Context: an optimization exercise on an open-source flow, tuned for small area, a short achievable clock period and few clock cycles per item. The choices shown serve that exercise and are no tape-out recipe. RTL that was checked went through simulation tests only; none was proved equivalent to the original. No functional check of the RTL was part of run 2. Power and IR drop assume default switching activity. The flow treats the clock pin as an ideal source, which a real chip does not have.

`flow/run.sh`:
```
#!/bin/bash
# The standard layout (standard.sh), with these changes to how it is made:
# the port buffers are buf_2 cells; timing repair aims for 13.2 ns of extra
# setup slack; the clock tree uses sink clusters of up to 30 and no dummy loads.
set -euo pipefail
export BUFFER_PORTS_ARGS="-buffer_cell sky130_fd_sc_hd__buf_2"
export SETUP_SLACK_MARGIN=13.2
export CTS_ARGS="-sink_clustering_enable -repair_clock_nets -dont_use_dummy_load -sink_clustering_size 30 -sink_clustering_max_diameter 100"
bash standard.sh > make_finish.log 2>&1
```
`standard.sh`:
```
#!/bin/bash
# synth_recipe.tcl (not shown) runs the flow's synth.tcl, then flattens the netlist and writes it again
# the make line also repeats each setting of config.mk as NAME=value (left out here)
make -C /OpenROAD-flow-scripts/flow DESIGN_CONFIG=/design/flow/config.mk WORK_HOME=/design/flow/orfs CLKGATE_MAP_FILE= SYNTH_SCRIPT=/design/flow/synth_recipe.tcl "${@:-finish}"
```
`config.mk`:
```
export PLATFORM = sky130hd
export DESIGN_NAME = dither_stream
export DESIGN_NICKNAME = dither_stream
export VERILOG_FILES = /design/flow/design.v
export SDC_FILE = /design/flow/constraint.sdc
export NUM_CORES = 4
export LEC_CHECK = 0
export CAP_MARGIN = 20
export CORE_MARGIN = 2
export CORE_UTILIZATION = 65
export PLACE_DENSITY = 0.75
export SLEW_MARGIN = 20
```
`constraint.sdc`:
```
create_clock -name core_clock -period 18.0 [get_ports {clk}]
set_input_delay 3.6000 -clock core_clock [delete_from_list [all_inputs] [get_ports {clk}]]
set_output_delay 3.6000 -clock core_clock [all_outputs]
set_load 0.01 [all_outputs]
```
`design.v`:
```
module dither_stream #(
    parameter MAX_W = 128
) (
    input  wire        clk,
    input  wire        rst,           
    input  wire [7:0]  cfg_width,     
    input  wire [7:0]  cfg_height,    
    input  wire [1:0]  cfg_mode,      
    input  wire        cfg_in_fmt,    
    input  wire        in_valid,
    output reg         in_ready,
    input  wire [23:0] in_data,       
    output reg         out_valid,
    input  wire        out_ready,
    output reg  [7:0]  out_data,
    output reg         out_last       
);
    localparam MODE_BAYER = 2'd1;
    localparam MODE_FS    = 2'd2;
    wire accept   = in_valid && in_ready;
    wire transfer = out_valid && out_ready;
    reg [7:0] cw, ch;
    always @(posedge clk) begin
        cw <= cfg_width;
        ch <= cfg_height;
    end
    reg        v0;
    reg [23:0] d0;
    always @(posedge clk) begin
        d0 <= in_data;
        v0 <= !rst && accept;
    end
    wire [7:0]  ch_b = d0[7:0];
    wire [7:0]  ch_g = d0[15:8];
    wire [7:0]  ch_r = d0[23:16];
    wire lu1 = ch_b[6] ^ ch_b[5];
    wire lu2 = ch_b[6] & ch_b[5];
    wire lu3 = ch_b[7] ^ ch_b[6] ^ ch_b[3];
    wire lu4 = (ch_b[7] & ch_b[6]) | (ch_b[7] & ch_b[3]) | (ch_b[6] & ch_b[3]);
    wire lu5 = ch_b[1] ^ ch_b[0];
    wire lu6 = ch_b[1] & ch_b[0];
    wire lu7 = ch_b[7] ^ ch_b[4] ^ ch_b[2];
    wire lu8 = (ch_b[7] & ch_b[4]) | (ch_b[7] & ch_b[2]) | (ch_b[4] & ch_b[2]);
    wire lu9 = ch_b[1] ^ ch_b[0] ^ ch_g[6];
    wire lu10 = (ch_b[1] & ch_b[0]) | (ch_b[1] & ch_g[6]) | (ch_b[0] & ch_g[6]);
    wire lu11 = ch_g[3] ^ ch_g[2];
    wire lu12 = ch_g[3] & ch_g[2];
    wire lu13 = ch_b[5] ^ ch_b[3] ^ ch_b[2];
    wire lu14 = (ch_b[5] & ch_b[3]) | (ch_b[5] & ch_b[2]) | (ch_b[3] & ch_b[2]);
    wire lu15 = ch_b[1] ^ ch_g[7] ^ ch_g[4];
    wire lu16 = (ch_b[1] & ch_g[7]) | (ch_b[1] & ch_g[4]) | (ch_g[7] & ch_g[4]);
    wire lu17 = ch_g[3] ^ ch_g[1];
    wire lu18 = ch_g[3] & ch_g[1];
    wire lu19 = ch_b[6] ^ ch_b[4] ^ ch_b[3];
    wire lu20 = (ch_b[6] & ch_b[4]) | (ch_b[6] & ch_b[3]) | (ch_b[4] & ch_b[3]);
    wire lu21 = ch_b[2] ^ ch_g[5] ^ ch_g[4];
    wire lu22 = (ch_b[2] & ch_g[5]) | (ch_b[2] & ch_g[4]) | (ch_g[5] & ch_g[4]);
    wire lu23 = ch_g[2] ^ ch_r[7];
    wire lu24 = ch_g[2] & ch_r[7];
    wire lu25 = 1'b1 ^ ch_b[7] ^ ch_b[5];
    wire lu26 = (1'b1 & ch_b[7]) | (1'b1 & ch_b[5]) | (ch_b[7] & ch_b[5]);
    wire lu27 = ch_b[4] ^ ch_b[3] ^ ch_g[6];
    wire lu28 = (ch_b[4] & ch_b[3]) | (ch_b[4] & ch_g[6]) | (ch_b[3] & ch_g[6]);
    wire lu29 = ch_g[5] ^ ch_g[3] ^ ch_g[0];
    wire lu30 = (ch_g[5] & ch_g[3]) | (ch_g[5] & ch_g[0]) | (ch_g[3] & ch_g[0]);
    wire lu31 = ch_b[6] ^ ch_b[5] ^ ch_b[4];
    wire lu32 = (ch_b[6] & ch_b[5]) | (ch_b[6] & ch_b[4]) | (ch_b[5] & ch_b[4]);
    wire lu33 = ch_g[7] ^ ch_g[6] ^ ch_g[4];
    wire lu34 = (ch_g[7] & ch_g[6]) | (ch_g[7] & ch_g[4]) | (ch_g[6] & ch_g[4]);
    wire lu35 = ch_b[7] ^ ch_b[6] ^ ch_b[5];
    wire lu36 = (ch_b[7] & ch_b[6]) | (ch_b[7] & ch_b[5]) | (ch_b[6] & ch_b[5]);
    wire lu37 = ch_b[3] ^ ch_b[2];
    wire lu38 = ch_b[3] & ch_b[2];
    wire lu39 = ch_b[4] ^ ch_b[3] ^ ch_b[0];
    wire lu40 = (ch_b[4] & ch_b[3]) | (ch_b[4] & ch_b[0]) | (ch_b[3] & ch_b[0]);
    wire lu41 = ch_g[6] ^ ch_g[2];
    wire lu42 = ch_g[6] & ch_g[2];
    wire lu43 = ch_b[5] ^ ch_b[4] ^ ch_b[1];
    wire lu44 = (ch_b[5] & ch_b[4]) | (ch_b[5] & ch_b[1]) | (ch_b[4] & ch_b[1]);
    wire lu45 = ch_g[7] ^ ch_g[3] ^ ch_g[0];
    wire lu46 = (ch_g[7] & ch_g[3]) | (ch_g[7] & ch_g[0]) | (ch_g[3] & ch_g[0]);
    wire lu47 = ch_r[7] ^ ch_r[6];
    wire lu48 = ch_r[7] & ch_r[6];
    wire lu49 = lu1 ^ ch_b[2] ^ ch_b[0];
    wire lu50 = (lu1 & ch_b[2]) | (lu1 & ch_b[0]) | (ch_b[2] & ch_b[0]);
    wire lu51 = ch_g[4] ^ ch_g[1] ^ ch_g[0];
    wire lu52 = (ch_g[4] & ch_g[1]) | (ch_g[4] & ch_g[0]) | (ch_g[1] & ch_g[0]);
    wire lu53 = ch_r[7] ^ ch_r[3] ^ ch_r[0];
    wire lu54 = (ch_r[7] & ch_r[3]) | (ch_r[7] & ch_r[0]) | (ch_r[3] & ch_r[0]);
    wire lu55 = lu5 ^ lu3 ^ lu2;
    wire lu56 = (lu5 & lu3) | (lu5 & lu2) | (lu3 & lu2);
    wire lu57 = ch_g[5] ^ ch_g[2] ^ ch_g[1];
    wire lu58 = (ch_g[5] & ch_g[2]) | (ch_g[5] & ch_g[1]) | (ch_g[2] & ch_g[1]);
    wire lu59 = ch_r[4] ^ ch_r[1] ^ ch_r[0];
    wire lu60 = (ch_r[4] & ch_r[1]) | (ch_r[4] & ch_r[0]) | (ch_r[1] & ch_r[0]);
    wire lu61 = lu11 ^ lu9 ^ lu7;
    wire lu62 = (lu11 & lu9) | (lu11 & lu7) | (lu9 & lu7);
    wire lu63 = lu6 ^ lu4 ^ ch_g[0];
    wire lu64 = (lu6 & lu4) | (lu6 & ch_g[0]) | (lu4 & ch_g[0]);
    wire lu65 = ch_r[5] ^ ch_r[2] ^ ch_r[1];
    wire lu66 = (ch_r[5] & ch_r[2]) | (ch_r[5] & ch_r[1]) | (ch_r[2] & ch_r[1]);
    wire lu67 = lu17 ^ lu15 ^ lu13;
    wire lu68 = (lu17 & lu15) | (lu17 & lu13) | (lu15 & lu13);
    wire lu69 = lu12 ^ lu10 ^ lu8;
    wire lu70 = (lu12 & lu10) | (lu12 & lu8) | (lu10 & lu8);
    wire lu71 = ch_r[6] ^ ch_r[3] ^ ch_r[2];
    wire lu72 = (ch_r[6] & ch_r[3]) | (ch_r[6] & ch_r[2]) | (ch_r[3] & ch_r[2]);
    wire lu73 = lu23 ^ lu21 ^ lu19;
    wire lu74 = (lu23 & lu21) | (lu23 & lu19) | (lu21 & lu19);
    wire lu75 = lu18 ^ lu16 ^ lu14;
    wire lu76 = (lu18 & lu16) | (lu18 & lu14) | (lu16 & lu14);
    wire lu77 = ch_r[4] ^ ch_r[3] ^ ch_r[0];
    wire lu78 = (ch_r[4] & ch_r[3]) | (ch_r[4] & ch_r[0]) | (ch_r[3] & ch_r[0]);
    wire lu79 = lu29 ^ lu27 ^ lu25;
    wire lu80 = (lu29 & lu27) | (lu29 & lu25) | (lu27 & lu25);
    wire lu81 = lu24 ^ lu22 ^ lu20;
    wire lu82 = (lu24 & lu22) | (lu24 & lu20) | (lu22 & lu20);
    wire lu83 = ch_r[5] ^ ch_r[4] ^ ch_r[1];
    wire lu84 = (ch_r[5] & ch_r[4]) | (ch_r[5] & ch_r[1]) | (ch_r[4] & ch_r[1]);
    wire lu85 = lu33 ^ lu31 ^ lu30;
    wire lu86 = (lu33 & lu31) | (lu33 & lu30) | (lu31 & lu30);
    wire lu87 = lu28 ^ lu26 ^ ch_g[1];
    wire lu88 = (lu28 & lu26) | (lu28 & ch_g[1]) | (lu26 & ch_g[1]);
    wire lu89 = ch_r[6] ^ ch_r[5] ^ ch_r[2];
    wire lu90 = (ch_r[6] & ch_r[5]) | (ch_r[6] & ch_r[2]) | (ch_r[5] & ch_r[2]);
    wire lu91 = lu35 ^ lu34 ^ lu32;
    wire lu92 = (lu35 & lu34) | (lu35 & lu32) | (lu34 & lu32);
    wire lu93 = ch_g[7] ^ ch_g[5] ^ ch_g[2];
    wire lu94 = (ch_g[7] & ch_g[5]) | (ch_g[7] & ch_g[2]) | (ch_g[5] & ch_g[2]);
    wire lu95 = ch_r[7] ^ ch_r[6] ^ ch_r[3];
    wire lu96 = (ch_r[7] & ch_r[6]) | (ch_r[7] & ch_r[3]) | (ch_r[6] & ch_r[3]);
    wire lu97 = lu36 ^ ch_b[7] ^ ch_b[6];
    wire lu98 = (lu36 & ch_b[7]) | (lu36 & ch_b[6]) | (ch_b[7] & ch_b[6]);
    wire lu99 = ch_g[6] ^ ch_g[3] ^ ch_r[7];
    wire lu100 = (ch_g[6] & ch_g[3]) | (ch_g[6] & ch_r[7]) | (ch_g[3] & ch_r[7]);
    wire lu101 = ch_b[1] ^ ch_b[0];
    wire lu102 = ch_b[1] & ch_b[0];
    wire lu103 = ch_b[2] ^ ch_b[1] ^ ch_g[4];
    wire lu104 = (ch_b[2] & ch_b[1]) | (ch_b[2] & ch_g[4]) | (ch_b[1] & ch_g[4]);
    wire lu105 = ch_g[0] ^ ch_r[4];
    wire lu106 = ch_g[0] & ch_r[4];
    wire lu107 = lu37 ^ ch_g[5] ^ ch_g[1];
    wire lu108 = (lu37 & ch_g[5]) | (lu37 & ch_g[1]) | (ch_g[5] & ch_g[1]);
    wire lu109 = ch_r[5] ^ ch_r[4] ^ ch_r[0];
    wire lu110 = (ch_r[5] & ch_r[4]) | (ch_r[5] & ch_r[0]) | (ch_r[4] & ch_r[0]);
    wire lu111 = lu41 ^ lu39 ^ lu38;
    wire lu112 = (lu41 & lu39) | (lu41 & lu38) | (lu39 & lu38);
    wire lu113 = ch_r[6] ^ ch_r[5] ^ ch_r[1];
    wire lu114 = (ch_r[6] & ch_r[5]) | (ch_r[6] & ch_r[1]) | (ch_r[5] & ch_r[1]);
    wire lu115 = lu47 ^ lu45 ^ lu43;
    wire lu116 = (lu47 & lu45) | (lu47 & lu43) | (lu45 & lu43);
    wire lu117 = lu42 ^ lu40 ^ ch_r[2];
    wire lu118 = (lu42 & lu40) | (lu42 & ch_r[2]) | (lu40 & ch_r[2]);
    wire lu119 = lu53 ^ lu51 ^ lu49;
    wire lu120 = (lu53 & lu51) | (lu53 & lu49) | (lu51 & lu49);
    wire lu121 = lu48 ^ lu46 ^ lu44;
    wire lu122 = (lu48 & lu46) | (lu48 & lu44) | (lu46 & lu44);
    wire lu123 = lu59 ^ lu57 ^ lu55;
    wire lu124 = (lu59 & lu57) | (lu59 & lu55) | (lu57 & lu55);
    wire lu125 = lu54 ^ lu52 ^ lu50;
    wire lu126 = (lu54 & lu52) | (lu54 & lu50) | (lu52 & lu50);
    wire lu127 = lu65 ^ lu63 ^ lu61;
    wire lu128 = (lu65 & lu63) | (lu65 & lu61) | (lu63 & lu61);
    wire lu129 = lu60 ^ lu58 ^ lu56;
    wire lu130 = (lu60 & lu58) | (lu60 & lu56) | (lu58 & lu56);
    wire lu131 = lu71 ^ lu69 ^ lu67;
    wire lu132 = (lu71 & lu69) | (lu71 & lu67) | (lu69 & lu67);
    wire lu133 = lu66 ^ lu64 ^ lu62;
    wire lu134 = (lu66 & lu64) | (lu66 & lu62) | (lu64 & lu62);
    wire lu135 = lu77 ^ lu75 ^ lu73;
    wire lu136 = (lu77 & lu75) | (lu77 & lu73) | (lu75 & lu73);
    wire lu137 = lu72 ^ lu70 ^ lu68;
    wire lu138 = (lu72 & lu70) | (lu72 & lu68) | (lu70 & lu68);
    wire lu139 = lu83 ^ lu81 ^ lu79;
    wire lu140 = (lu83 & lu81) | (lu83 & lu79) | (lu81 & lu79);
    wire lu141 = lu78 ^ lu76 ^ lu74;
    wire lu142 = (lu78 & lu76) | (lu78 & lu74) | (lu76 & lu74);
    wire lu143 = lu89 ^ lu87 ^ lu85;
    wire lu144 = (lu89 & lu87) | (lu89 & lu85) | (lu87 & lu85);
    wire lu145 = lu84 ^ lu82 ^ lu80;
    wire lu146 = (lu84 & lu82) | (lu84 & lu80) | (lu82 & lu80);
    wire lu147 = lu95 ^ lu93 ^ lu91;
    wire lu148 = (lu95 & lu93) | (lu95 & lu91) | (lu93 & lu91);
    wire lu149 = lu90 ^ lu88 ^ lu86;
    wire lu150 = (lu90 & lu88) | (lu90 & lu86) | (lu88 & lu86);
    wire lu151 = lu99 ^ lu97 ^ lu96;
    wire lu152 = (lu99 & lu97) | (lu99 & lu96) | (lu97 & lu96);
    wire lu153 = lu94 ^ lu92 ^ ch_r[4];
    wire lu154 = (lu94 & lu92) | (lu94 & ch_r[4]) | (lu92 & ch_r[4]);
    wire lu155 = lu100 ^ lu98 ^ ch_b[7];
    wire lu156 = (lu100 & lu98) | (lu100 & ch_b[7]) | (lu98 & ch_b[7]);
    wire lu157 = ch_g[7] ^ ch_g[4] ^ ch_r[5];
    wire lu158 = (ch_g[7] & ch_g[4]) | (ch_g[7] & ch_r[5]) | (ch_g[4] & ch_r[5]);
    wire lu159 = ch_b[0] ^ ch_g[2];
    wire lu160 = ch_b[0] & ch_g[2];
    wire lu161 = lu101 ^ ch_g[3] ^ ch_r[3];
    wire lu162 = (lu101 & ch_g[3]) | (lu101 & ch_r[3]) | (ch_g[3] & ch_r[3]);
    wire lu163 = lu105 ^ lu103 ^ lu102;
    wire lu164 = (lu105 & lu103) | (lu105 & lu102) | (lu103 & lu102);
    wire lu165 = lu109 ^ lu107 ^ lu106;
    wire lu166 = (lu109 & lu107) | (lu109 & lu106) | (lu107 & lu106);
    wire lu167 = lu113 ^ lu111 ^ lu110;
    wire lu168 = (lu113 & lu111) | (lu113 & lu110) | (lu111 & lu110);
    wire lu169 = lu117 ^ lu115 ^ lu114;
    wire lu170 = (lu117 & lu115) | (lu117 & lu114) | (lu115 & lu114);
    wire lu171 = lu121 ^ lu119 ^ lu118;
    wire lu172 = (lu121 & lu119) | (lu121 & lu118) | (lu119 & lu118);
    wire lu173 = lu125 ^ lu123 ^ lu122;
    wire lu174 = (lu125 & lu123) | (lu125 & lu122) | (lu123 & lu122);
    wire lu175 = lu129 ^ lu127 ^ lu126;
    wire lu176 = (lu129 & lu127) | (lu129 & lu126) | (lu127 & lu126);
    wire lu177 = lu133 ^ lu131 ^ lu130;
    wire lu178 = (lu133 & lu131) | (lu133 & lu130) | (lu131 & lu130);
    wire lu179 = lu137 ^ lu135 ^ lu134;
    wire lu180 = (lu137 & lu135) | (lu137 & lu134) | (lu135 & lu134);
    wire lu181 = lu141 ^ lu139 ^ lu138;
    wire lu182 = (lu141 & lu139) | (lu141 & lu138) | (lu139 & lu138);
    wire lu183 = lu145 ^ lu143 ^ lu142;
    wire lu184 = (lu145 & lu143) | (lu145 & lu142) | (lu143 & lu142);
    wire lu185 = lu149 ^ lu147 ^ lu146;
    wire lu186 = (lu149 & lu147) | (lu149 & lu146) | (lu147 & lu146);
    wire lu187 = lu153 ^ lu151 ^ lu150;
    wire lu188 = (lu153 & lu151) | (lu153 & lu150) | (lu151 & lu150);
    wire lu189 = lu157 ^ lu155 ^ lu154;
    wire lu190 = (lu157 & lu155) | (lu157 & lu154) | (lu155 & lu154);
    wire lu191 = lu158 ^ lu156 ^ ch_g[5];
    wire lu192 = (lu158 & lu156) | (lu158 & ch_g[5]) | (lu156 & ch_g[5]);
    wire lu193 = ch_g[1] ^ ch_r[1];
    wire lu194 = ch_g[1] & ch_r[1];
    wire lu195 = lu159 ^ ch_r[2] ^ ch_r[1];
    wire lu196 = (lu159 & ch_r[2]) | (lu159 & ch_r[1]) | (ch_r[2] & ch_r[1]);
    wire lu197 = lu161 ^ lu160 ^ ch_r[2];
    wire lu198 = (lu161 & lu160) | (lu161 & ch_r[2]) | (lu160 & ch_r[2]);
    wire lu199 = lu163 ^ lu162 ^ ch_r[3];
    wire lu200 = (lu163 & lu162) | (lu163 & ch_r[3]) | (lu162 & ch_r[3]);
    wire lu201 = lu165 ^ lu164 ^ lu104;
    wire lu202 = (lu165 & lu164) | (lu165 & lu104) | (lu164 & lu104);
    wire lu203 = lu167 ^ lu166 ^ lu108;
    wire lu204 = (lu167 & lu166) | (lu167 & lu108) | (lu166 & lu108);
    wire lu205 = lu169 ^ lu168 ^ lu112;
    wire lu206 = (lu169 & lu168) | (lu169 & lu112) | (lu168 & lu112);
    wire lu207 = lu171 ^ lu170 ^ lu116;
    wire lu208 = (lu171 & lu170) | (lu171 & lu116) | (lu170 & lu116);
    wire lu209 = lu173 ^ lu172 ^ lu120;
    wire lu210 = (lu173 & lu172) | (lu173 & lu120) | (lu172 & lu120);
    wire lu211 = lu175 ^ lu174 ^ lu124;
    wire lu212 = (lu175 & lu174) | (lu175 & lu124) | (lu174 & lu124);
    wire lu213 = lu177 ^ lu176 ^ lu128;
    wire lu214 = (lu177 & lu176) | (lu177 & lu128) | (lu176 & lu128);
    wire lu215 = lu179 ^ lu178 ^ lu132;
    wire lu216 = (lu179 & lu178) | (lu179 & lu132) | (lu178 & lu132);
    wire lu217 = lu181 ^ lu180 ^ lu136;
    wire lu218 = (lu181 & lu180) | (lu181 & lu136) | (lu180 & lu136);
    wire lu219 = lu183 ^ lu182 ^ lu140;
    wire lu220 = (lu183 & lu182) | (lu183 & lu140) | (lu182 & lu140);
    wire lu221 = lu185 ^ lu184 ^ lu144;
    wire lu222 = (lu185 & lu184) | (lu185 & lu144) | (lu184 & lu144);
    wire lu223 = lu187 ^ lu186 ^ lu148;
    wire lu224 = (lu187 & lu186) | (lu187 & lu148) | (lu186 & lu148);
    wire lu225 = lu189 ^ lu188 ^ lu152;
    wire lu226 = (lu189 & lu188) | (lu189 & lu152) | (lu188 & lu152);
    wire lu227 = lu191 ^ lu190 ^ ch_r[6];
    wire lu228 = (lu191 & lu190) | (lu191 & ch_r[6]) | (lu190 & ch_r[6]);
    wire lu229 = lu192 ^ ch_g[6] ^ ch_r[7];
    wire lu230 = (lu192 & ch_g[6]) | (lu192 & ch_r[7]) | (ch_g[6] & ch_r[7]);
    wire [21:0] lu_a = {1'b0, ch_g[7], lu228, lu226, lu224, lu222, lu220, lu218, lu216, lu214, lu212, lu210, lu208, lu206, lu204, lu202, lu200, lu198, lu196, lu194, ch_r[0], ch_r[0]};
    wire [21:0] lu_b = {1'b0, lu230, lu229, lu227, lu225, lu223, lu221, lu219, lu217, lu215, lu213, lu211, lu209, lu207, lu205, lu203, lu201, lu199, lu197, lu195, lu193, ch_g[0]};
    wire [14:0] luma_lo  = {1'b0, lu_a[13:0]} + {1'b0, lu_b[13:0]};
    wire [7:0]  luma_hi0 = lu_a[21:14] + lu_b[21:14];
    wire [7:0]  luma_hi1 = lu_a[21:14] + lu_b[21:14] + 8'd1;
    wire [7:0]  luma     = luma_lo[14] ? luma_hi1 : luma_hi0;
    wire [7:0]  gray0    = cfg_in_fmt ? ch_b : luma;
    reg  [7:0] xc, yc;
    wire [7:0] xc1 = xc + 8'd1;
    wire [7:0] yc1 = yc + 8'd1;
    wire       lastc0 = (xc1 == cw);
    wire       lastr0 = (yc1 == ch);
    always @(posedge clk) begin
        if (rst) begin
            xc <= 8'd0;
            yc <= 8'd0;
        end else if (v0) begin
            if (lastc0) begin
                xc <= 8'd0;
                yc <= lastr0 ? 8'd0 : yc1;
            end else begin
                xc <= xc1;
            end
        end
    end
    reg       v1, en1, hold1;
    reg [7:0] g1;
    reg       firstc1, lastc1, firstr1, lastr1;
    reg [3:0] pos1;
    always @(posedge clk) begin
        v1      <= !rst && v0;
        en1     <= v0;
        hold1   <= !v0;
        g1      <= gray0;
        firstc1 <= (xc == 8'd0);
        lastc1  <= lastc0;
        firstr1 <= (yc == 8'd0);
        lastr1  <= lastr0;
        pos1    <= {yc[1:0], xc[1:0]};
    end
    reg [7:0] bayer_thr;
    always @(*) begin
        case (pos1)
            4'h0: bayer_thr = 8'd0;
            4'h1: bayer_thr = 8'd127;
            4'h2: bayer_thr = 8'd32;
            4'h3: bayer_thr = 8'd159;
            4'h4: bayer_thr = 8'd191;
            4'h5: bayer_thr = 8'd64;
            4'h6: bayer_thr = 8'd223;
            4'h7: bayer_thr = 8'd96;
            4'h8: bayer_thr = 8'd48;
            4'h9: bayer_thr = 8'd175;
            4'hA: bayer_thr = 8'd16;
            4'hB: bayer_thr = 8'd143;
            4'hC: bayer_thr = 8'd239;
            4'hD: bayer_thr = 8'd112;
            4'hE: bayer_thr = 8'd207;
            default: bayer_thr = 8'd80;
        endcase
    end
    wire       vis1 = !lastr1 && !firstc1 && !lastc1;
    reg  [7:0] dl_p, dl_o;
    wire [7:0] push;
    wire [7:0] seg_len = cw - 8'd4;
    wire       seg_big = (seg_len >= 8'd61) && !seg_len[7];
    reg        sel61, w3;
    reg  [5:0] selb;
    always @(posedge clk) begin
        sel61 <= seg_big;
        selb  <= seg_big ? seg_len[5:0] - 6'd61 : seg_len[5:0];
        w3    <= (cw == 8'd3);
    end
    reg  [7:0] seg61 [0:60];
    reg  [7:0] seg32 [0:31];
    reg  [7:0] seg16 [0:15];
    reg  [7:0] seg8  [0:7];
    reg  [7:0] seg4  [0:3];
    reg  [7:0] seg2  [0:1];
    reg  [7:0] seg1;
    wire [7:0] in61 = dl_p;
    wire [7:0] in32 = sel61   ? seg61[60] : in61;
    wire [7:0] in16 = selb[5] ? seg32[31] : in32;
    wire [7:0] in8  = selb[4] ? seg16[15] : in16;
    wire [7:0] in4  = selb[3] ? seg8[7]   : in8;
    wire [7:0] in2  = selb[2] ? seg4[3]   : in4;
    wire [7:0] in1  = selb[1] ? seg2[1]   : in2;
    wire [7:0] inO  = selb[0] ? seg1      : in1;
    reg  [7:0] err_right;
    wire [7:0] above = firstr1 ? 8'd0 : dl_o;
    wire [9:0] g10   = {2'd0, g1};
    wire [9:0] a10   = {{2{above[7]}}, above};
    wire [9:0] r10   = {{2{err_right[7]}}, err_right};
    wire [9:0] fs_v     = g10 + a10 + r10;
    wire       fs_white = !fs_v[9] && (fs_v[8] || fs_v[7]);
    wire [9:0] fs_e     = vis1 ? (fs_white ? fs_v - 10'd255 : fs_v) : 10'd0;
    wire [12:0] g13 = {5'd0, g1};
    wire [12:0] a13 = {{5{above[7]}}, above};
    wire [12:0] r13 = {{5{err_right[7]}}, err_right};
    wire [12:0] a7  = (g13 << 3) - g13 + (a13 << 3) - a13 + (r13 << 3) - r13;
    wire [7:0]  ah  = a7[11:4];
    wire [3:0]  al  = a7[3:0];
    wire        lt0   = fs_v[9];
    wire        lt255 = fs_v[9] || !(fs_v[8] || (fs_v[7:0] == 8'hff));
    wire        up0 = ({1'b0, al} + 5'd7  + {4'd0, lt0})   >= 5'd16;
    wire        up1 = ({1'b0, al} + 5'd14 + {4'd0, lt255}) >= 5'd16;
    wire [7:0]  sh7_0 = ah + {7'd0, up0};
    wire [7:0]  sh7_1 = ah + {7'd0, up1} + 8'd144;
    wire [7:0]  sh7   = vis1 ? (fs_white ? sh7_1 : sh7_0) : 8'd0;
    reg  [9:0] e1;                    
    reg  [7:0] sum_c;                 
    reg  [7:0] sum_d;                 
    wire [13:0] e14 = {{4{e1[9]}}, e1};
    wire [13:0] rnd = {10'd0, 4'd7 + {3'd0, e1[9]}};
    wire [13:0] t3  = (e14 << 1) + e14 + rnd + {2'd0, sum_c, 4'd0};
    wire [13:0] t5  = (e14 << 2) + e14 + rnd + {2'd0, sum_d, 4'd0};
    wire [13:0] t1  = e14 + rnd;
    assign push = t3[11:4];
    always @(posedge clk) begin
        if (en1) begin
            err_right <= sh7;
            e1        <= fs_e;
            sum_c     <= t5[11:4];
            sum_d     <= firstc1 ? 8'd0 : t1[11:4];
        end
    end
    wire [7:0] m_en = {8{en1}};
    wire [7:0] m_hd = {8{hold1}};
    integer i;
    always @(posedge clk) begin
        dl_p     <= (push & m_en) | (dl_p & m_hd);
        seg61[0] <= (in61 & m_en) | (seg61[0] & m_hd);
        for (i = 1; i < 61; i = i + 1) seg61[i] <= (seg61[i-1] & m_en) | (seg61[i] & m_hd);
        seg32[0] <= (in32 & m_en) | (seg32[0] & m_hd);
        for (i = 1; i < 32; i = i + 1) seg32[i] <= (seg32[i-1] & m_en) | (seg32[i] & m_hd);
        seg16[0] <= (in16 & m_en) | (seg16[0] & m_hd);
        for (i = 1; i < 16; i = i + 1) seg16[i] <= (seg16[i-1] & m_en) | (seg16[i] & m_hd);
        seg8[0]  <= (in8 & m_en) | (seg8[0] & m_hd);
        for (i = 1; i < 8; i = i + 1) seg8[i] <= (seg8[i-1] & m_en) | (seg8[i] & m_hd);
        seg4[0]  <= (in4 & m_en) | (seg4[0] & m_hd);
        for (i = 1; i < 4; i = i + 1) seg4[i] <= (seg4[i-1] & m_en) | (seg4[i] & m_hd);
        seg2[0]  <= (in2 & m_en) | (seg2[0] & m_hd);
        seg2[1]  <= (seg2[0] & m_en) | (seg2[1] & m_hd);
        seg1     <= (in1 & m_en) | (seg1 & m_hd);
        dl_o     <= ((w3 ? push : inO) & m_en) | (dl_o & m_hd);
    end
    reg [7:0] res1;
    always @(*) begin
        case (cfg_mode)
            MODE_BAYER: res1 = (g1 > bayer_thr) ? 8'd255 : 8'd0;
            MODE_FS:    res1 = vis1 ? (fs_white ? 8'd255 : 8'd0) : g1;
            default:    res1 = g1;
        endcase
    end
    reg  [8:0] ring [0:2];
    reg  [1:0] wp, rp;
    reg  [1:0] cnt;                   
    wire [8:0] inc = {lastc1 && lastr1, res1};
    wire [1:0] wp1 = (wp == 2'd2) ? 2'd0 : wp + 2'd1;
    wire [1:0] rp1 = (rp == 2'd2) ? 2'd0 : rp + 2'd1;
    always @(posedge clk) begin
        if (v1) ring[wp] <= inc;
    end
    wire       move  = out_ready || !out_valid;
    wire       empty = (cnt == 2'd0);
    wire       take  = !empty || v1;              
    always @(posedge clk) begin
        if (rst) begin
            wp        <= 2'd0;
            rp        <= 2'd0;
            cnt       <= 2'd0;
            out_valid <= 1'b0;
        end else begin
            if (v1) wp <= wp1;
            if (move) begin
                out_valid <= take;
                if (take) rp <= rp1;
                cnt       <= cnt + {1'b0, v1} - {1'b0, take};
            end else begin
                cnt       <= cnt + {1'b0, v1};
            end
        end
        if (move)
            {out_last, out_data} <= empty ? inc : ring[rp];
    end
    reg  [2:0] n_fly;
    wire       n_le2 = (n_fly <= 3'd2);
    wire       n_le3 = (n_fly <= 3'd3);
    always @(posedge clk) begin
        if (rst) begin
            n_fly    <= 3'd0;
            in_ready <= 1'b1;
        end else begin
            n_fly    <= n_fly + {2'b00, accept} - {2'b00, transfer};
            in_ready <= transfer ? (!accept || n_le3) : (accept ? n_le2 : n_le3);
        end
    end
endmodule
```
==> results of run 1 <==
kinds of logic after synthesis:
kind of cell,after synthesis
simple gates,357
compound gates,1241
fa+ha+maj,270
mux,41
xor+xnor,93
flops,1175
buf+inv,503
per-stage QoR:
| stage | util, % | cells |
|---|---|---|
| 2_1_floorplan | - | 3680 |
| 3_3_place_gp | 66.43 | 4368 |
| 3_5_place_dp | 66.43 | 4368 |
| 4_1_cts | 68.50 | 4425 |
| 5_1_grt | 68.82 | 4436 |
| 6_report | 68.82 | 4436 |
cell type report:
| class | count | area, um^2 | area share [%] |
|---|---|---|---|
| inverter | 247 | 934.6 | 2.029 |
| tap | 873 | 1092 | 2.372 |
| timing repair buffer | 92 | 625.6 | 1.358 |
| clock buffer | 47 | 1176 | 2.554 |
| multi-input combinational | 2002 | 17950 | 38.97 |
| sequential | 1175 | 24280 | 52.72 |
metal layers:
metal | track usage (%) | wire length [um]
met4 | 5.591 | 1623
met3 | 2.198 | 2759
met1 | 34.42 | 39760
met2 | 35.76 | 36080
met5 | 0 | 0
final timing paths:
kind | depth (start not counted) | end | slack, ns | startpoint
setup reg to reg | 17 | g1[6] | 13.25 | d0[8]
setup / recovery | 1 | out_data[0] | 13.19 | out_data[0]
hold reg to reg | 1 | seg32[6][2] | 0.45 | seg32[5][2]
hold / removal | 1 | seg32[6][2] | 0.45 | seg32[5][2]
timing repair:
item                                   CTS  global route
endpoints found under the hold margin    0             0
setup endpoints to repair              135           139
pin swaps                               13            16
hold buffers                             0             0
gates resized for setup                 46            31
buffers inserted                        10            10
state kept, by name (all words and copies together), names as in the netlist, 10 cells and up, named ones only:
name / cells
d0: 24
seg16: 128
seg2: 16
ring: 27
seg61: 488
e1: 10
seg4: 32
seg8: 64
seg32: 256
power by group through the flow:
stage,combinational (mW),sequential [mW],clock [mW]
6_report,4.19,3.50,1.21
5_1_grt,4.67,3.56,1.34
4_1_cts,3.95,3.50,1.25
3_5_place_dp,3.81,3.55,0
3_3_place_gp,3.65,3.53,0
2_1_floorplan,3.09,3.41,0
Yosys cell counts (25+ instances only):
library cell,number
dfxtp_1,1106
a22o_1,977
inv_1,243
clkbuf_1,230
fa_1,152
ha_1,118
nor2_1,105
nand2_1,92
o21ai_0,85
a21oi_1,76
edfxtp_1,69
xnor2_1,59
xor2_1,33
nand3_1,28
mux2i_1,27
nor3_1,25
==> notes.md, run 1 <==
Distinct cells, synth=74; layout cells sized above 1=6.988%; FP Rows=between 90 and 100; post-synthesis simple-gate area fraction=3.997%; nets=a little under 4000; largest net degree at the start of global routing=285; Fin Setup TNS=0 ns; clock latency at the later pin of the worst-skew pair=~0.64 ns; CTS root buf=clkbuf_16; worst hold path class=reg -> reg; first-pass GRT wire length=133700 um; worst path required time=14.40 ns; Die ar.=69470 um^2; die height=263.6 um; status=finished clean; dpl ws=roughly 13 ns; Post-synth EDFFs=69; XOR/XNOR Fraction of Synth Area=under 10%; I/O Pins=58; CP arrival=1.21 ns; TritonCTS clock tree=built; Crit path max-delay family=flip-flops; post-synthesis net count=3997; Yosys warnings=7; effective utilization at floorplan=about two thirds; Max Freq=a little over 200 MHz; mux cell area share after synthesis=0.9770%; CTS buffer count=47; adder-cell area share of the yosys netlist=10.32%; Reg power frac=roughly two fifths; #FFs+latches synth=~1200; commonest non-fill, non-tap cells in the layout=1081 x dfxtp_1, 977 x a22o_1, 230 x inv_1; sequential share of the synthesized area=55.28%; GRT Overall Usage=22.88%; drt total wl=80220 um; Die W=263.6 um; Slew @ Worst Pin=between 1 and 1.5 ns; number of global-route vias before repair=26277; maxcap violations=0; synth top area cells=dfxtp_1 51%, a22o_1 20%, fa_1 6.9%, edfxtp_1 4.7%, ha_1 3.4%; largest family of logic cells by synthesized area=compound AO/OA/AOI/OAI gates; clock buffer depth=3; H-Tree Depth=2; CP Capture Type=output port; skew final=0.07537 ns; Area after DPL=roughly 44000 um^2; max incr delay on CP=0.44 ns; RSZ-0062 raised after global routing=true; Pleak=18.81 nW; Layout area overhead=5.151%; final slew viol count=0; average vias per placed instance=6.039; initial antenna violation count=0; core footprint=66920 um^2; Combinational Power Share=47.1%; Hold Fails Final Rpt=0; initial DRC count=2115; Syn Inst Count=around 3700; Async SR Flop Fraction=0%; Netlist Area Pre-Place=43800 um^2; I/O Buffers=57; CP Max Fanout=1; Worst VDD drop=0.3479 mV; commonest non-fill, non-tap cell in the layout=dfxtp_1; Yosys top cell by area=dfxtp_1; drt drc=0; Hold WS=~0.45 ns; antenna viol nets, final=0; final setup violation count=0; NetSw=3.390 mW; critical path class=reg -> out; post-layout power=roughly 8.9 mW; slowest cell on the critical path=edfxtp_1; Primary FF master, synth=dfxtp_1; P per Cell Area=around 190 nW/um^2; Worst-path clk slew=approximately 0.11 ns; crit path time final=between 4 and 5 ns; drt pass-1 iters=5; GP Congestion=between 0.9 and 1; DPL Wire Length=52470 um; Tcrit/Tclk final=26.71%; clock group share of total power=13.6%; fillers=4889; post-route setup slack=about 13 ns; # diodes=0; global route overflow=0; relative slew slack=18.90%; Final Cell Area=46050 um^2; cells along the critical path=buf_2; Avg Cell Area, Syn=11.90 um^2; crit start category=flip-flop; Synth Area in Compound Gates=23.23%; clock sinks=between 1000 and 1500; worst path bufs/invs=1; Sw Share=38.05%; post-synth top area share=50.55%; routed length per instance=approximately 18 um; Pint=5.518 mW; vias=26791
Testbench counts, summed over its fixed seeds: cycles 133,176, items 132,840.
==> inputs of run 2 (changes only) <==
--- a/design.v
+++ b/design.v
@@ -359,10 +359,8 @@
     wire [9:0] fs_v     = g10 + a10 + r10;
     wire       fs_white = !fs_v[9] && (fs_v[8] || fs_v[7]);
     wire [9:0] fs_e     = vis1 ? (fs_white ? fs_v - 10'd255 : fs_v) : 10'd0;
-    wire [12:0] g13 = {5'd0, g1};
-    wire [12:0] a13 = {{5{above[7]}}, above};
-    wire [12:0] r13 = {{5{err_right[7]}}, err_right};
-    wire [12:0] a7  = (g13 << 3) - g13 + (a13 << 3) - a13 + (r13 << 3) - r13;
+    wire [12:0] v13 = {{3{fs_v[9]}}, fs_v};
+    wire [12:0] a7  = (v13 << 3) - v13;
     wire [7:0]  ah  = a7[11:4];
     wire [3:0]  al  = a7[3:0];
     wire        lt0   = fs_v[9];
==> notes.md, run 2 <==
Critical Path Source=d0[6] (was out_data[0]); drt total wl=79780 um (was 80220 um); Syn Inst Count=3639 (was 3680); RR Startpoint=d0[6] (was d0[8]); Worst R2R End=g1[6] (unchanged); clock buffer depth=3 (unchanged); core footprint=65980 um^2 (was 66920 um^2); Netlist Area Pre-Place=43520 um^2 (was 43800 um^2); count leader, synth=dfxtp_1 (unchanged); Die W=262.8 um (was 263.6 um); layout cells sized above 1=8.637% (was 6.988%); FP Rows=94 (was 95); initial antenna violation count=0 (unchanged); worst path required time=18.45 ns (was 14.40 ns); Pleak=18.64 nW (was 18.81 nW); number of global-route vias before repair=26508 (was 26277); sequential share of the synthesized area=55.64% (was 55.28%); Layout area overhead=5.742% (was 5.151%); Worst-path clk slew=0.10 ns (was 0.11 ns); TritonCTS clock tree=built (unchanged); vias=27132 (was 26791); dpl ws=12.16 ns (was 12.54 ns); I/O Buffers=57 (unchanged); Yosys top cell by area=dfxtp_1 (unchanged); H-Tree Depth=2 (unchanged); skew final=0.05716 ns (was 0.07537 ns); Tcrit/Tclk final=27.20% (was 26.71%); status=finished clean (unchanged); GP Congestion=0.8448 (was 0.9163); final setup violation count=0 (unchanged); effective utilization at floorplan=65.96% (was 65.45%); Yosys warnings=7 (unchanged); commonest non-fill, non-tap cell in the layout=dfxtp_1 (unchanged); P per Cell Area=194.3 nW/um^2 (was 193.4 nW/um^2); clock latency at the later pin of the worst-skew pair=0.64 ns (about the same); cell count of the worst reg-to-reg path=17 (unchanged); CP arrival=5.35 ns (was 1.21 ns); max FFs per register=488 (unchanged); crit start category=flip-flop (unchanged); nets=3831 (was 3882); Worst VDD drop=0.5830 mV (was 0.3479 mV); initial DRC count=2254 (was 2115); Post-synth EDFFs=69 (unchanged); synth top area cells=dfxtp_1 51%, a22o_1 20%, fa_1 6.1%, edfxtp_1 4.8%, ha_1 3.1% (was dfxtp_1 51%, a22o_1 20%, fa_1 6.9%, edfxtp_1 4.7%, ha_1 3.4%); maxcap violations=0 (unchanged); routed length per instance=18.10 um (was 18.08 um); I/O Pins=58 (unchanged); Worst Hold Depth=1 (unchanged); slowest cell on the critical path=fa_1 (was edfxtp_1); CP Capture Type=flip-flop (was output port); R2R setup slack=13.10 ns (was 13.25 ns); DPL Wire Length=51360 um (was 52470 um); Top cell by count, worst path=fa_1; critical path class=reg -> reg (was reg -> out); crit path time final=4.896 ns (was 4.808 ns); max incr delay on CP=0.55 ns (was 0.44 ns); CTS Hold Bufs=0 (unchanged); CTS root buf=clkbuf_16 (unchanged); #FFs+latches synth=1175 (unchanged); global route overflow=0 (unchanged); Crit path max-delay family=adder cells (was flip-flops); relative slew slack=29.81% (was 18.90%); Primary FF master, synth=dfxtp_1 (unchanged); commonest non-fill, non-tap cells in the layout=1087 x dfxtp_1, 975 x a22o_1, 187 x inv_1 (was 1081 x dfxtp_1, 977 x a22o_1, 230 x inv_1); Max Freq=204.3 MHz (was 208.0 MHz); Avg Cell Area, Syn=11.96 um^2 (was 11.90 um^2); Slew @ Worst Pin=1.053 ns (was 1.216 ns); average vias per placed instance=6.157 (was 6.039); Biggest register=seg61 (unchanged); die height=262.8 um (was 263.6 um); antenna viol nets, final=0 (unchanged); post-synthesis net count=3925 (was 3997); drt drc=0 (unchanged); GRT Overall Usage=22.66% (was 22.88%); clock sinks=1175 (unchanged); RSZ-0062 raised after global routing=true (unchanged); Async SR Flop Fraction=0% (unchanged); worst hold path class=reg -> reg (unchanged); post-layout power=8.942 mW (was 8.909 mW); Die ar.=69040 um^2 (was 69470 um^2); largest net degree at the start of global routing=127 (was 285); drt pass-1 iters=6 (was 5); CTS buffer count=46 (was 47); Hold Startpoint=seg61[13][0] (was seg32[5][2]); Hold Fails Final Rpt=0 (unchanged); CP Max Fanout=8 (was 1); first-pass GRT wire length=133300 um (was 133700 um); Regs by FF count=seg61 x488, seg32 x256, seg16 x128 (unchanged); worst path bufs/invs=4 (was 1); Fin Setup TNS=0 ns (unchanged); Distinct cells, synth=86 (was 74); final slew viol count=0 (unchanged); post-route setup slack=13.10 ns (was 13.19 ns); commonest cells in the netlist=1106 x dfxtp_1, 975 x a22o_1, 228 x clkbuf_1 (was 1106 x dfxtp_1, 977 x a22o_1, 243 x inv_1); Hold Crit Endpoint=seg61[14][0] (was seg32[6][2]); cells along the critical path=buf_4 -> fa_1 -> fa_1 -> inv_1 -> fa_1 -> fa_1 -> fa_1 -> inv_1 -> ha_1 -> nand4_1 -> nor2_2 -> nand2_1 -> o221a_2 -> buf_12 -> nor4b_2 -> xnor2_1 -> mux2i_1 (was buf_2); # diodes=0 (unchanged); post-synth top area share=50.88% (was 50.55%)
run 2: cell types whose count changed after synthesis, sizes merged, moves of 10 or more:
| cell | previous run | this run |
|---|---|---|
| nand2b | 22 | 12 |
| inv | 246 | 202 |
| a211oi | 9 | 22 |
| o21ai | 88 | 76 |
| o22ai | 12 | 1 |
| fa | 152 | 132 |
| o21a | 6 | 17 |
| nand2 | 92 | 114 |
| nor2 | 105 | 82 |
| xnor2 | 59 | 43 |
| ha | 118 | 107 |
run 2: stage by stage:
stage / utilization (%) / instance area (um^2) / hold WS [ns] / std cells
4_1_cts: 69.17 / 45640 / 0.4210 / 4387
2_1_floorplan: - / 43610 / 0.3668 / 3639
5_1_grt: 69.74 / 46020 / 0.4390 / 4407
3_5_place_dp: 66.84 / 44100 / 0.4494 / 4321
3_3_place_gp: 66.84 / 44100 / 0.4401 / 4321
6_report: 69.74 / 46020 / 0.4253 / 4407
run 2: metal layers:
metal | global-route usage [%] | routed length [um] | share of wire [%] | vias up
met5 | 0 | 0 | 0 | -
met4 | 5.902 | 1808 | 2.3 | 0
met3 | 2.352 | 2144 | 2.7 | 114
met2 | 37.79 | 38100 | 48 | 362
met1 | 31.77 | 37730 | 47 | 13513
li1 | - | - | - | 13143
run 2: logic make-up (layout without fill, tap and decap cells):
kind of cell    Yosys count  after routing  share of synthesized area (%)
flops                  1175           1175                          55.64
xor+xnor                 75             75                          1.670
fa+ha+maj               239            239                          9.149
compound gates         1271           1271                          24.08
simple gates            375            375                          4.362
buf+inv                 463            367                          4.123
mux                      41             41                         0.9775
run 2: what timing repair did:
action                                  4_1_cts  5_1_grt
resized for setup                            57       54
pin swaps                                    34       38
setup buffers                                20       20
endpoints found under the setup margin       21       21
run 2: worst max-delay path by stage:
stage	slack, ns	end	cells past startpoint
final	13.10	g1[6]	17
after global routing	12.94	g1[7]	16
after CTS	13.02	g1[7]	16
after detailed placement	12.16	err_right[7]	18
after global placement	12.30	err_right[7]	18
after floorplan	13.19	n_fly[1]	7
run 2: power breakdown:
part | switching [mW] | internal [mW] | total (mW)
sequential | 0.339 | 3.15 | 3.49
combinational | 2.24 | 2.02 | 4.26
clock | 0.737 | 0.461 | 1.20
run 2: area by class of cell:
class	instances	area, um^2
multi-input combinational	2001	17950
fill	4648	19960
tap	864	1081
timing repair buffer	117	787.0
inverter	204	775.7
sequential	1175	24270
clock buffer	46	1151
run 2: worst register-to-register path: stages, from the launching register on:
cell	delay (ns)
dfxtp_4	0.38
buf_4	0.14
fa_1	0.49
fa_1	0.53
inv_1	0.07
fa_1	0.55
fa_1	0.45
fa_1	0.51
inv_1	0.05
ha_1	0.28
nand4_1	0.16
nor2_2	0.16
nand2_1	0.07
o221a_2	0.25
buf_12	0.15
nor4b_2	0.30
xnor2_1	0.15
mux2i_1	0.08

-- static timing again, ports no longer ideal --
In the flow no input, the clock included, has a driving cell. The finished layouts below were timed again as built, in two steps. Step 1 sets driving cells, clkbuf_16 on the clock port and buf_2 on the other inputs (assumed; they add their load-dependent delay and slew). Step 2 adds t to the input delays and takes it off the output delays; t is the mean of the earliest and latest rising clock arrival at the registers after step 1. Input paths then give back, and output paths get back, about the clock's delay inside the block. Three values: ideal, step 1, step 2; two values: the first two.
run	t (ns)	slack for setup (ns)	worst setup path at the end
run 1	0.661	13.192 / 13.127 / 12.673	input to register
run 2	0.674	13.104 / 13.096 / 12.702	input to register
After both steps setup and hold are still met in every run listed. The setup slack of run 1, which loses most, moves by -0.065 ns with the drivers and by -0.519 ns with both steps.
